Source: an optimization exercise on an open RTL-to-GDS flow (aim: small area, a short achievable clock period and few clock cycles). Production flows keep margins and buffers that such runs may drop.
The RTL was checked by simulation tests, not by an equivalence proof against the original design.
Power figures rest on the tool's default switching activity, not on a simulated workload.

==> job 5584 <==
// tascardll_engine
module tascardll_engine (
    input  wire        clk,
    input  wire        rst,
    input  wire        h_valid,
    input  wire        h_write,
    input  wire [7:0]  h_addr,
    input  wire [31:0] h_wdata,
    output wire        h_ready,
    output reg         h_rvalid,
    output reg  [31:0] h_rdata,
    output reg         m_valid,
    output reg         m_we,
    output reg  [31:0] m_addr,
    output reg  [7:0]  m_wdata,
    input  wire        m_ready,
    input  wire [7:0]  m_rdata
);
    localparam [3:0] E_GENERIC = 4'd1, E_PTR = 4'd2, E_MEM = 4'd3,
                     E_NOTHDR = 4'd4, E_NOAUDIO = 4'd5, E_PROTO = 4'd6, E_DIMS = 4'd7,
                     E_CHKSUM = 4'd8;
    localparam [4:0] S_IDLE = 5'd0,  S_EXEC = 5'd1,  S_CRC  = 5'd2,  S_CRCE = 5'd3,
                     S_BD   = 5'd4,  S_EH   = 5'd5,  S_DH1  = 5'd6,  S_DHC  = 5'd7,
                     S_DH2  = 5'd8,  S_ADRN = 5'd9,  S_ACHK = 5'd10, S_MUL  = 5'd11,
                     S_CHK4 = 5'd12, S_CHK5 = 5'd13, S_EAH  = 5'd14, S_DAH  = 5'd15,
                     S_RD   = 5'd16, S_WR   = 5'd17, S_GAP1 = 5'd18, S_GAP2 = 5'd19,
                     S_COPY = 5'd20, S_DRN  = 5'd21, S_DEND = 5'd22;
    localparam [3:0] C_INIT = 4'd1, C_BYTE = 4'd2, C_SPAN = 4'd3, C_C32 = 4'd4, C_BUILD = 4'd5,
                     C_HSIZE = 4'd6, C_ASIZE = 4'd7, C_EH = 4'd8, C_DH = 4'd9, C_EA = 4'd10,
                     C_DA = 4'd11, C_PARSE = 4'd12;
    localparam [1:0] P_CRC = 2'd0, P_DH1 = 2'd1, P_DH2 = 2'd2, P_DAH = 2'd3;
    reg [31:0] buf_addr, buf_cap, smp_addr, smp_count, smp_index, p_rate;
    reg [15:0] p_format, p_channels, p_framesize;
    reg [15:0] d_fmt, d_ch, d_fs;
    reg [31:0] d_rate, d_crc;
    reg        desc_valid;             
    reg [31:0] crc_acc;
    reg [3:0]  st_err;
    reg [1:0]  st_detail;
    reg [1:0]  st_kind;
    reg [34:0] result_len;             
    reg        busy;
    reg [4:0]  state;
    reg [3:0]  op;                     
    reg        dec;
    reg [31:0] alt;                    
    reg [31:0] cnt;                    
    reg [4:0]  sc;                     
    reg [4:0]  pc;                     
    reg        vld;                    
    reg [1:0]  pmode;
    reg        ok;
    reg        first, lastw, s1p, s2p;
    reg [31:0] sbuf;                   
    reg [23:0] qbuf;                   
  ...
Settings: LEC_CHECK=0, CAP_MARGIN=20, CORE_MARGIN=2, CORE_UTILIZATION=40, CTS_BUF_LIST=sky130_fd_sc_hd__clkbuf_4 sky130_fd_sc_hd__clkbuf_8, SLEW_MARGIN=20; clock period 12.0 ns.
standard.sh (not shown) runs the stock make flow with config.mk's settings and CLKGATE_MAP_FILE= SYNTH_SCRIPT=/design/flow/synth_recipe.tcl, a recipe that flattens the netlist after the stock synthesis.
==> flow/flow/run.sh <==
#!/bin/bash
set -euo pipefail
bash standard.sh SETUP_SLACK_MARGIN=8 finish > standard_flow.log 2>&1
==> job 2905: changes against job 5584 <==
--- a/flow/config.mk
+++ b/flow/config.mk
@@ -7,6 +7,6 @@
 export LEC_CHECK = 0
 export CAP_MARGIN = 20
 export CORE_MARGIN = 2
-export CORE_UTILIZATION = 40
+export CORE_UTILIZATION = 50
 export CTS_BUF_LIST = sky130_fd_sc_hd__clkbuf_4 sky130_fd_sc_hd__clkbuf_8
 export SLEW_MARGIN = 20
==> flow_summary_export.csv <==
group,metric,value,unit
timing,min_period,4050,ps
final_layout,sh_seq_area,33.8,%
floorplanning,dieArea,109000,um2
run_status,status,"no timing/DRC/antenna violations",
pwr,internal-power,3850,uW
grt,gr-usage-met3,15.2,%
setup_path,cpMaxStageDelayCell,"or4_4",
grt,grt_pass1_wl,305,mm
pwr,leakagePower,0.0177,uW
timing,worstMarginPinSlew,1170,ps
final_layout,final_cell_mix,"nand2_1, nor2_1, edfxtp_1, dfxtp_1, a21oi_1",
That was job 5584.
==> flow_summary_export.csv <==
group,metric,value,unit
grt,grt_max_degree,100,
pwr,internal-power,3840,uW
cts,clock_latency,850,ps
synthesis,synthAdderAreaFrac,2.52,%
grt,grt_pass1_wl,299,mm
setup_path,cpMaxStageDelayCell,"or2_2",
run_status,status,"no timing/DRC/antenna violations",
drt,met2WireLength,83.3,mm
timing,worstMarginPinSlew,1390,ps
floorplanning,dieArea,87500,um2
grt,gr-usage-met3,23.8,%
final_layout,nFillCells,7628,
setup_path,crit_type,"input pin to register",
final_layout,final_cell_mix,"nand2_1, nor2_1, edfxtp_1, dfxtp_1, a21oi_1",
That was job 2905.
Testbench counts of job 5584, summed over its fixed seeds: cycles 232,070.
Testbench counts of job 2905, summed over its fixed seeds: cycles 232,070.

==> static timing again, ports no longer ideal <==
The flow's constraints put no driver on any port. The routed layouts listed below were extracted and timed again, unchanged, in two steps. Step 1 (the two cells are an assumption about what drives the block):
set clk [get_ports {clk}]
set_driving_cell -lib_cell sky130_fd_sc_hd__clkbuf_16 $clk
set_driving_cell -lib_cell sky130_fd_sc_hd__buf_2 [delete_from_list [all_inputs] $clk]
Step 2 moves the port delays by t, midway between the first and last clock arrival at a register: inputs arrive t later, outputs are due t later. That takes back most of the time a late clock gives input paths. a / b / c = no drivers / after step 1 / after step 2; a / b = the first two.
run	t, ns	setup slack, ns	worst hold slack (ns)
job 5584	0.900	7.954 / 7.946 / 7.111	0.460 / 0.460 / 0.460
job 2905	0.899	7.907 / 7.803 / 6.905	0.475 / 0.475 / 0.475
After both steps setup and hold are still met in every run listed. The setup slack of job 2905, which loses most, moves by -0.104 ns with the drivers and by -1.002 ns with both steps.
